This is an optimization exercise on Yosys and OpenROAD, whose aim is small area, a short achievable clock period and few clock cycles per item, not a production implementation. Where RTL was checked, it was by simulation tests only, not by an equivalence proof against the original. No activity file was given, so power comes from the tool's default toggle rates.

## rle_codec
module rle_codec (
    input  wire        clk,
    input  wire        rst,
    input  wire        enc_in_valid,
    output wire        enc_in_ready,
    input  wire [31:0] enc_in_data,
    input  wire [2:0]  enc_in_bytes,
    input  wire        enc_in_last,
    output wire        enc_out_valid,
    input  wire        enc_out_ready,
    output wire [15:0] enc_out_desc,
    output wire        enc_out_last,
    input  wire        dec_in_valid,
    output wire        dec_in_ready,
    input  wire [15:0] dec_in_desc,
    input  wire        dec_in_last,
    output wire        dec_out_valid,
    input  wire        dec_out_ready,
    output wire [31:0] dec_out_data,
    output wire [2:0]  dec_out_bytes,
    output wire        dec_out_last
);
Size in the first run: roughly 730 cells after synthesis, about 160 flip-flops, roughly 120 I/O pins.
clock: 6.0 ns
lec_check: 0
cap_margin: 20
core_margin: 2
core_utilization: 40
cts_buf_list: sky130_fd_sc_hd__clkbuf_4 sky130_fd_sc_hd__clkbuf_8
setup_slack_margin: 3.5
slew_margin: 20
standard.sh (not shown) runs the stock make flow with config.mk's settings and CLKGATE_MAP_FILE= SYNTH_SCRIPT=/design/flow/synth_recipe.tcl, a recipe that flattens the netlist after the stock synthesis.
==> flow/flow/run.sh <==
#!/bin/bash
set -euo pipefail
export BUFFER_PORTS_ARGS="-buffer_cell sky130_fd_sc_hd__buf_1"
bash standard.sh > standard_make.log 2>&1
Then changed:
--- a/flow/design.v
+++ b/flow/design.v
@@ -121,23 +121,25 @@
     wire       act_n  = busy ? (oc || !(|(evc & lastv))) : run_act;
     wire       bit_n  = busy ? |(lastv & bt) : run_bit;
     wire [3:0] hit47  = {run_len == 11'd2043, run_len == 11'd2044, run_len == 11'd2045,
                          run_len == 11'd2046};
     wire       atc_n  = busy ? (quiet && |(lastv & hit47)) : at_cap;
     wire       capish = (busy && &run_len[10:5]) || at_cap || (|cap);    
     wire       oc_n   = act_n && (atc_n || !n_sol[0] || (n_bt[0] != bit_n));
     wire [3:0] nevc   = n_ev & n_v;
     wire       n_none = !oc_n && nevc == 4'b0000;
     wire       n_one  = oc_n ? (nevc == 4'b0000) : (first_of(nevc) == nevc);
-    wire       emit_now = go && !quiet;
+    wire       early  = in_fire && oc_n && !capish && (!busy || quiet) && out_free;
+    wire       emit_now = go && !quiet || early;
     wire       bud_sure = !emit_now && !(out_valid && !out_ready);
-    wire       sure   = !capish && (n_none || (SMART && n_one && bud_sure));
+    wire       e_none = nevc == 4'b0000;
+    wire       sure   = !capish && (early ? e_none : (n_none || (SMART && n_one && bud_sure)));
     wire       left   = busy && !(go && v_nxt == 4'b0000);
     always @(posedge clk) begin
         if (rst) begin
             rdy       <= 1'b1;
             nrdy      <= 1'b0;
             oc        <= 1'b0;
             v         <= 4'b0000;
             run_act   <= 1'b0;
             run_len   <= 11'd0;
             at_cap    <= 1'b0;
@@ -155,40 +157,51 @@
                     cap     <= {1'b0, near_q && lo_q == 2'd0, near_q && lo_q == 2'd1,
                                 near_q && lo_q == 2'd2};
                 end else begin
                     out_valid <= 1'b1;
                     run_act <= |absb;
                     run_len <= len_a;
                     at_cap  <= 1'b0;
                     cap     <= 4'b0000;
                 end
             end
+            if (early) begin
+                out_valid <= 1'b1;
+                run_act   <= 1'b0;
+                run_len   <= 11'd0;
+                at_cap    <= 1'b0;
+                cap       <= 4'b0000;
+            end
             if (in_fire)
                 v <= n_v;
             rdy  <= in_fire ? sure : !left;
             nrdy <= in_fire ? !sure : left;
-            oc  <= in_fire ? oc_n : (oc && !go);
+            oc  <= in_fire ? (oc_n && !early) : (oc && !go);
         end
     end
     always @(posedge clk) begin
         if (go) begin
             if (quiet) begin
                 run_bit <= r_bit;
             end else begin
                 out_last <= e_last;
                 if (e_raw)
                     out_desc <= {8'h00, p_byte};
                 else
                     out_desc <= {1'b1, r_bit, 3'b000, oc ? run_len : sum};
                 run_bit <= |(afirst & bt);
             end
         end
+        if (early) begin
+            out_last <= 1'b0;
+            out_desc <= {1'b1, bit_n, 3'b000, busy ? sum : run_len};
+        end
         if (!nrdy) begin
             b_data <= n_data;
             sol    <= n_sol;
             ev     <= n_ev;
             b_last <= n_last;
         end
     end
 endmodule
 module rle_dec (
     input  wire        clk,
Cell area increases by 3.6%.
Power increases by 3.0%.
Synthesized area increases by 4.0%.
Sequential share of layout area decreases by 1.8 points.
Sequential power stays flat.
Fmax increases by 1.1%.
Clock power decreases by about 2%.
Utilization decreases by 0.17 points.
Global-route usage increases by 2.4 points.
No run of this note included a check of the RTL's function; only the layout flow was run.

lane 1:
Another version of the RTL of rle_codec (not shown whole).
For scale: about 150 flip-flops, about 120 I/O pins.
Settings: LEC_CHECK=0, CAP_MARGIN=20, CORE_MARGIN=2, CORE_UTILIZATION=40, CTS_BUF_LIST=sky130_fd_sc_hd__clkbuf_4 sky130_fd_sc_hd__clkbuf_8, SETUP_SLACK_MARGIN=3.7, SLEW_MARGIN=20; clock period 6.0 ns.
Scripts as last shown in full above: flow/flow/run.sh
[inputs] lane 2 vs lane 1
--- a/flow/design.v
+++ b/flow/design.v
@@ -16,18 +16,19 @@
     reg [3:0]  v;
     reg [3:0]  sol;
     reg [3:0]  ev;
     reg        b_last;
     reg        run_act;
     reg        run_bit;
     reg [10:0] run_len;
     reg        at_cap;      
     reg [3:0]  cap;         
+    reg        oc;          
     assign in_ready = rdy;
     wire in_fire  = in_valid && rdy;
     wire out_free = !out_valid || out_ready;
     function [8:0] inc9;
         input [8:0] x;
         integer k;
         begin
             inc9[0] = ~x[0];
             for (k = 1; k < 9; k = k + 1)
@@ -43,36 +44,36 @@
     wire        n_last  = in_last;
     wire [3:0]  n_v     = (n_bytes == 3'd1) ? 4'b0001 :
                           (n_bytes == 3'd2) ? 4'b0011 :
                           (n_bytes == 3'd3) ? 4'b0111 : 4'b1111;
     wire [3:0]  n_sol, n_bt, n_ev;
     genvar g;
     generate
         for (g = 0; g < 4; g = g + 1) begin : cls
             wire [7:0] b = n_data[31 - 8 * g -: 8];
-            assign n_sol[g] = (b == 8'h00) || (b == 8'hFF);
+            wire hz = ~|b[7:4], hf = &b[7:4], lz = ~|b[3:0], lf = &b[3:0];
+            assign n_sol[g] = (hz && lz) || (hf && lf);
             assign n_bt[g]  = b[7];
         end
         for (g = 0; g < 3; g = g + 1) begin : brk
             wire same = n_sol[g + 1] && (n_bt[g + 1] == n_bt[g]);
             assign n_ev[g] = !n_sol[g] || (n_v[g + 1] ? !same : n_last);
         end
     endgenerate
     assign n_ev[3] = !n_sol[3] || n_last;
     wire [3:0] bt    = {b_data[7], b_data[15], b_data[23], b_data[31]};
     wire [3:0] first = v & ~{v[2:0], 1'b0};
     wire [3:0] lastv = v & ~{1'b0, v[3:1]};
     wire       busy  = |v;
     wire       p_sol = |(first & sol);
     wire       p_bit = |(first & bt);
     wire [7:0] p_byte = ({8{first[0]}} & b_data[31:24]) | ({8{first[1]}} & b_data[23:16]) |
                         ({8{first[2]}} & b_data[15:8])  | ({8{first[3]}} & b_data[7:0]);
-    wire       oc    = v[0] && run_act && (at_cap || !sol[0] || (bt[0] != run_bit));
     wire [3:0] evr   = ev & v;
     wire [3:0] evc   = (ev | cap) & v;
     wire [3:0] f1c   = first_of(evc);
     wire [3:0] f1r   = first_of(evr);
     wire [3:0] le1   = {~|f1c[2:0], ~|f1c[1:0], ~f1c[0], 1'b1};    
     wire [3:0] ev2   = evr & ~le1;
     wire [3:0] f2r   = first_of(ev2);
     wire       has1c = |evc;
     wire       has1r = |evr;
@@ -110,33 +111,36 @@
             4'b11_00:                     l_m_e = 2'd3;
             default:                      l_m_e = 2'd0;
         endcase
     end
     wire [10:0] len_a = has_st ? (oc ? 11'd0 : {9'h1FF, ~e_idx}) :
                         (oc ? {8'd0, b_cnt} : {9'd0, l_m_e});
     wire       e_raw = !oc && !p_sol;   
     wire       e_last = b_last && !oc && |(f1c & lastv);
     wire       r_bit = run_act ? run_bit : p_bit;
-    wire       ev_last = |(lastv & ev);
-    wire       act_n  = busy ? !ev_last : run_act;
+    wire       act_n  = busy ? (oc || !(|(evc & lastv))) : run_act;
     wire       bit_n  = busy ? |(lastv & bt) : run_bit;
-    wire       capish = (busy && near_q) || at_cap || (|cap);
-    wire       oc_n   = act_n && (!n_sol[0] || (n_bt[0] != bit_n));
+    wire [3:0] hit47  = {run_len == 11'd2043, run_len == 11'd2044, run_len == 11'd2045,
+                         run_len == 11'd2046};
+    wire       atc_n  = busy ? (quiet && |(lastv & hit47)) : at_cap;
+    wire       capish = (busy && &run_len[10:5]) || at_cap || (|cap);    
+    wire       oc_n   = act_n && (atc_n || !n_sol[0] || (n_bt[0] != bit_n));
     wire [3:0] nevc   = n_ev & n_v;
     wire       n_none = !oc_n && nevc == 4'b0000;
     wire       n_one  = oc_n ? (nevc == 4'b0000) : (first_of(nevc) == nevc);
     wire       emit_now = go && !quiet;
     wire       bud_sure = !emit_now && !(out_valid && !out_ready);
     wire       sure   = !capish && (n_none || (SMART && n_one && bud_sure));
     wire       left   = busy && !(go && v_nxt == 4'b0000);
     always @(posedge clk) begin
         if (rst) begin
             rdy       <= 1'b1;
+            oc        <= 1'b0;
             v         <= 4'b0000;
             run_act   <= 1'b0;
             run_len   <= 11'd0;
             at_cap    <= 1'b0;
             cap       <= 4'b0000;
             out_valid <= 1'b0;
         end else begin
             if (out_valid && out_ready)
                 out_valid <= 1'b0;
@@ -153,18 +157,19 @@
                     run_act <= |absb;
                     run_len <= len_a;
                     at_cap  <= 1'b0;
                     cap     <= 4'b0000;
                 end
             end
             if (in_fire)
                 v <= n_v;
             rdy <= in_fire ? sure : !left;
+            oc  <= in_fire ? oc_n : (oc && !go);
         end
     end
     always @(posedge clk) begin
         if (go) begin
             if (quiet) begin
                 run_bit <= r_bit;
             end else begin
                 out_last <= e_last;
                 if (e_raw)
Notes after the runs:
Lane 2: done, clean on timing, DRC and antenna
Setup slack was higher in lane 2 than in lane 1.
Floorplan core area, lane 1 and lane 2, lower one = lane 1.
Lane 2 against lane 1: multiplexer share of the synthesized area went up; number of global-route vias before repair rose by 25; weighted congestion reported at the end of routability-driven placement went down by about 1.6%; global-route wire length before repair went down.
Compared with lane 1, lane 2 ends up with less cell area.
Compared with lane 1, in lane 2 worst hold margin up 6.5 ps, overall power of the completed layout lost about 14%, layout overhead on the synthesized area went down by 2.8 points, synthesized area +1.4%.
Lane 2 packs its core more loosely than lane 1.
Sequential share of layout area: lane 2 > lane 1
Lane 2 vs lane 1: via density per instance down slightly
No run of this note included a check of the RTL's function; only the layout flow was run.

rle_codec, a different RTL version from the one above (not shown whole).
Size in the first run: roughly 150 flip-flops, about 120 I/O pins, ~7500 um^2 of cells after synthesis.
==> module rle_dec, before the edit <==
module rle_dec (
    input  wire        clk,
    input  wire        rst,
    input  wire        in_valid,
    output wire        in_ready,
    input  wire [15:0] in_desc,
    input  wire        in_last,    
    output reg         out_valid,
    input  wire        out_ready,
    output reg  [31:0] out_data,   
    output reg  [2:0]  out_bytes,  
    output reg         out_last
);
    reg        s_valid;
    reg        s_free;      
    reg        s_rle;
    reg        s_bit;
    reg [10:0] s_len;       
    reg        s_last;
    reg        s_prod;      
    reg        d_valid;
    reg        d_rle;
    reg        d_bit;
    reg [10:0] d_rem;
    reg        d_last;
    reg [1:0]  cnt;
    reg        full;
    function [8:0] dec9;
        input [8:0] x;
        integer k;
        begin
            dec9[0] = ~x[0];
            for (k = 1; k < 9; k = k + 1)
                dec9[k] = x[k] ^ ~(|(x & ((9'd1 << k) - 9'd1)));
        end
    endfunction
    assign in_ready = s_free;
    wire in_fire = in_valid && !s_valid;
    wire stall   = out_valid && !out_ready;
    wire in_prod = !in_desc[15] || (in_desc[10:0] != 11'd0);
    wire       d_prod = d_valid && (!d_rle || d_rem != 11'd0);
    wire       d_short  = d_rem[10:3] == 8'd0;
    wire [2:0] r      = d_rem[2:0];
    wire       lt1    = (cnt == 2'd0) && (r == 3'd0);
    wire       lt2    = (cnt == 2'd0) ? (r <= 3'd1) : (cnt == 2'd1) ? (r == 3'd0) : 1'b0;
    wire       lt3    = (cnt == 2'd0) ? (r <= 3'd2) : (cnt == 2'd1) ? (r <= 3'd1) :
                        (cnt == 2'd2) ? (r == 3'd0) : 1'b0;
    wire       le4    = (cnt == 2'd0) ? (r <= 3'd4) : (cnt == 2'd1) ? (r <= 3'd3) :
                        (cnt == 2'd2) ? (r <= 3'd2) : (r <= 3'd1);
    wire       eq4    = (cnt == 2'd0) ? (r == 3'd4) : (cnt == 2'd1) ? (r == 3'd3) :
                        (cnt == 2'd2) ? (r == 3'd2) : (r == 3'd1);
    wire       fits   = d_short && le4;
    wire [3:0] ge_c   = {1'b1, cnt != 2'd3, !cnt[1], cnt == 2'd0};
    wire [3:0] at_c   = {cnt == 2'd3, cnt == 2'd2, cnt == 2'd1, cnt == 2'd0};
    wire [3:0] wr     = (full || !d_valid) ? 4'b0000 :
                        !d_rle ? at_c :
                        fits ? (ge_c & {eq4, !lt3, !lt2, !lt1}) : ge_c;
    wire       n4     = d_valid && !full && (d_rle ? (!fits || eq4) : cnt == 2'd3);
    wire [2:0] n_run  = eq4 ? 3'd4 : (!lt3 && !lt2 && !lt1) ? 3'd3 : (!lt2 && !lt1) ? 3'd2 :
                        !lt1 ? 3'd1 : 3'd0;
    wire [2:0] n      = full ? 3'd4 : !d_valid ? {1'b0, cnt} :
                        !d_rle ? {1'b0, cnt} + 3'd1 :
                        fits ? n_run : 3'd4;
    wire       d_done = d_valid && (full ? !d_prod : (!d_rle || fits));
    wire [2:0] lo     = {1'b0, d_rem[1:0]} + {1'b0, cnt};
    wire [8:0] hi_m1  = dec9(d_rem[10:2]);
    wire [10:0] rem_n = {lo[2] ? d_rem[10:2] : hi_m1, lo[1:0]};
    wire [7:0] d_byte = d_rle ? {8{d_bit}} : d_rem[7:0];
    wire       next_prod = s_valid ? s_prod : (in_fire && in_prod);
    wire       emit_last = d_done && d_last;
    wire       emit_full = full ? d_prod : (n4 && (!d_done || next_prod));
    wire       emit      = emit_last || emit_full;
    wire       d_free    = !d_valid || d_done;
    always @(posedge clk) begin
        if (rst) begin
            s_valid   <= 1'b0;
            s_free    <= 1'b1;
            d_valid   <= 1'b0;
            cnt       <= 2'd0;
            full      <= 1'b0;
            out_valid <= 1'b0;
        end else if (!stall) begin
            out_valid <= emit;
            if (emit) begin
                out_bytes <= n;
                out_last  <= emit_last;
                cnt       <= 2'd0;
                full      <= 1'b0;
            end else begin
                cnt       <= n[1:0];
                full      <= n[2];
            end
            if (wr[0]) out_data[31:24] <= d_byte;
            if (wr[1]) out_data[23:16] <= d_byte;
            if (wr[2]) out_data[15:8]  <= d_byte;
            if (wr[3]) out_data[7:0]   <= d_byte;
            if (d_rle && !full && !fits)
                d_rem <= rem_n;
            if (d_free) begin
                if (s_valid) begin
                    d_valid <= 1'b1;
                    d_rle   <= s_rle;
                    d_bit   <= s_bit;
                    d_rem   <= s_len;
                    d_last  <= s_last;
                    s_valid <= 1'b0;
                    s_free  <= 1'b1;
                end else begin
                    d_valid <= in_fire;
                    d_rle   <= in_desc[15];
                    d_bit   <= in_desc[14];
                    d_rem   <= in_desc[10:0];
                    d_last  <= in_last;
                end
            end else if (in_fire) begin
                s_valid <= 1'b1;
                s_free  <= 1'b0;
            end
        end else if (in_fire) begin
            s_valid <= 1'b1;
            s_free  <= 1'b0;
        end
        if (!s_valid) begin
            s_rle  <= in_desc[15];
            s_bit  <= in_desc[14];
            s_len  <= in_desc[10:0];
            s_last <= in_last;
            s_prod <= in_prod;
        end
    end
endmodule
Settings: LEC_CHECK=0, CAP_MARGIN=20, CORE_MARGIN=2, CORE_UTILIZATION=40, CTS_BUF_LIST=sky130_fd_sc_hd__clkbuf_4 sky130_fd_sc_hd__clkbuf_8, SETUP_SLACK_MARGIN=3.3, SLEW_MARGIN=20; clock period 6.0 ns.
Scripts as last shown in full above: flow/flow/run.sh
The first run ran to the end with no violations.
Testbench counts at the start, summed over its fixed seeds: cycles 28,743, bytes 104,336.
Change:
--- a/flow/design.v
+++ b/flow/design.v
@@ -191,17 +191,20 @@
     reg        s_free;      
     reg        s_rle;
     reg        s_bit;
     reg [10:0] s_len;       
     reg        s_last;
     reg        s_prod;      
+    reg        s_short;     
     reg        d_valid;
     reg        d_rle;
     reg        d_bit;
     reg [10:0] d_rem;
     reg        d_last;
+    reg        d_short;     
+    reg        d_z;         
     reg [1:0]  cnt;
     reg        full;
     function [8:0] dec9;
         input [8:0] x;
         integer k;
         begin
@@ -211,14 +214,14 @@
         end
     endfunction
     assign in_ready = s_free;
     wire in_fire = in_valid && !s_valid;
     wire stall   = out_valid && !out_ready;
     wire in_prod = !in_desc[15] || (in_desc[10:0] != 11'd0);
-    wire       d_prod = d_valid && (!d_rle || d_rem != 11'd0);
-    wire       d_short  = d_rem[10:3] == 8'd0;
+    wire       in_short = in_desc[10:3] == 8'd0;
+    wire       d_prod = d_valid && (!d_rle || !d_z);
     wire [2:0] r      = d_rem[2:0];
     wire       lt1    = (cnt == 2'd0) && (r == 3'd0);
     wire       lt2    = (cnt == 2'd0) ? (r <= 3'd1) : (cnt == 2'd1) ? (r == 3'd0) : 1'b0;
     wire       lt3    = (cnt == 2'd0) ? (r <= 3'd2) : (cnt == 2'd1) ? (r <= 3'd1) :
                         (cnt == 2'd2) ? (r == 3'd0) : 1'b0;
     wire       le4    = (cnt == 2'd0) ? (r <= 3'd4) : (cnt == 2'd1) ? (r <= 3'd3) :
@@ -232,20 +235,21 @@
                         !d_rle ? at_c :
                         fits ? (ge_c & {eq4, !lt3, !lt2, !lt1}) : ge_c;
     wire       n4     = d_valid && !full && (d_rle ? (!fits || eq4) : cnt == 2'd3);
     wire [2:0] n_run  = eq4 ? 3'd4 : (!lt3 && !lt2 && !lt1) ? 3'd3 : (!lt2 && !lt1) ? 3'd2 :
                         !lt1 ? 3'd1 : 3'd0;
     wire [2:0] n      = full ? 3'd4 : !d_valid ? {1'b0, cnt} :
-                        !d_rle ? {1'b0, cnt} + 3'd1 :
+                        !d_rle ? {cnt == 2'd3, cnt == 2'd1 || cnt == 2'd2, !cnt[0]} :
                         fits ? n_run : 3'd4;
     wire       d_done = d_valid && (full ? !d_prod : (!d_rle || fits));
     wire [2:0] lo     = {1'b0, d_rem[1:0]} + {1'b0, cnt};
     wire [8:0] hi_m1  = dec9(d_rem[10:2]);
     wire [10:0] rem_n = {lo[2] ? d_rem[10:2] : hi_m1, lo[1:0]};
     wire [7:0] d_byte = d_rle ? {8{d_bit}} : d_rem[7:0];
-    wire       next_prod = s_valid ? s_prod : (in_fire && in_prod);
+    wire       in_prod_q = !in_desc[15] || (in_desc[3:0] != 4'd0);
+    wire       next_prod = s_valid ? s_prod : (in_fire && in_prod_q);
     wire       emit_last = d_done && d_last;
     wire       emit_full = full ? d_prod : (n4 && (!d_done || next_prod));
     wire       emit      = emit_last || emit_full;
     wire       d_free    = !d_valid || d_done;
     always @(posedge clk) begin
         if (rst) begin
@@ -267,28 +271,35 @@
                 full      <= n[2];
             end
             if (wr[0]) out_data[31:24] <= d_byte;
             if (wr[1]) out_data[23:16] <= d_byte;
             if (wr[2]) out_data[15:8]  <= d_byte;
             if (wr[3]) out_data[7:0]   <= d_byte;
-            if (d_rle && !full && !fits)
-                d_rem <= rem_n;
+            if (d_rle && !full && !fits) begin
+                d_rem   <= rem_n;
+                d_short <= rem_n[10:3] == 8'd0;
+                d_z     <= 1'b0;
+            end
             if (d_free) begin
                 if (s_valid) begin
                     d_valid <= 1'b1;
                     d_rle   <= s_rle;
                     d_bit   <= s_bit;
                     d_rem   <= s_len;
+                    d_short <= s_short;
+                    d_z     <= !s_prod;
                     d_last  <= s_last;
                     s_valid <= 1'b0;
                     s_free  <= 1'b1;
                 end else begin
                     d_valid <= in_fire;
                     d_rle   <= in_desc[15];
                     d_bit   <= in_desc[14];
                     d_rem   <= in_desc[10:0];
+                    d_short <= in_short;
+                    d_z     <= in_desc[10:0] == 11'd0;
                     d_last  <= in_last;
                 end
             end else if (in_fire) begin
                 s_valid <= 1'b1;
                 s_free  <= 1'b0;
             end
@@ -299,12 +310,13 @@
         if (!s_valid) begin
             s_rle  <= in_desc[15];
             s_bit  <= in_desc[14];
             s_len  <= in_desc[10:0];
             s_last <= in_last;
             s_prod <= in_prod;
+            s_short <= in_short;
         end
     end
 endmodule
 module rle_codec (
     input  wire        clk,
     input  wire        rst,
What happened: The new run completed with no timing, DRC or antenna violations. Die area rose by 4.5%. Global-route usage hardly moves. Wire length is higher by 2.4%. First-iteration DRC count is unchanged. Final area went up by 0.85%. Non-clock buffer count fell by 15. Via count came out higher by 1.0%. Final cell count climbs by 3.8%.
Testbench counts after the change, summed over its fixed seeds: cycles 28,756, bytes 104,336.

afterwards: timing with drivers on the ports:
The flow's constraints put no driver on any port. The routed layouts listed below were extracted and timed again, unchanged, in two steps.
Step 1: set_driving_cell puts a clkbuf_16 on clk and a buf_2 on each other input, an assumption about the parent block.
Step 2 times the ports against the registers' clock, not the clock port: input delays grow and output delays shrink by t, the midpoint of the rising clock arrivals with the driver on.
Slacks: ideal / step 1 / step 2; pairs: ideal / step 1.
run	t (ns)	setup slack, ns	clock arrival spread, ns
the first run of note 1	0.480	3.489 / 3.489 / 3.117	0.012 / 0.011
the second run of note 1	0.506	3.517 / 3.517 / 3.032	0.018 / 0.018
lane 1	0.495	3.444 / 3.451 / 2.957	0.014 / 0.014
lane 2	0.499	3.683 / 3.705 / 3.205	0.022 / 0.023
the first run of note 3	0.502	3.287 / 3.287 / 2.812	0.018 / 0.019
the second run of note 3	0.498	3.413 / 3.413 / 2.972	0.016 / 0.015
After both steps setup and hold are still met in every run listed. For lane 1, which loses most, drivers alone change the setup slack by +0.007 ns; drivers and shift together by -0.487 ns.
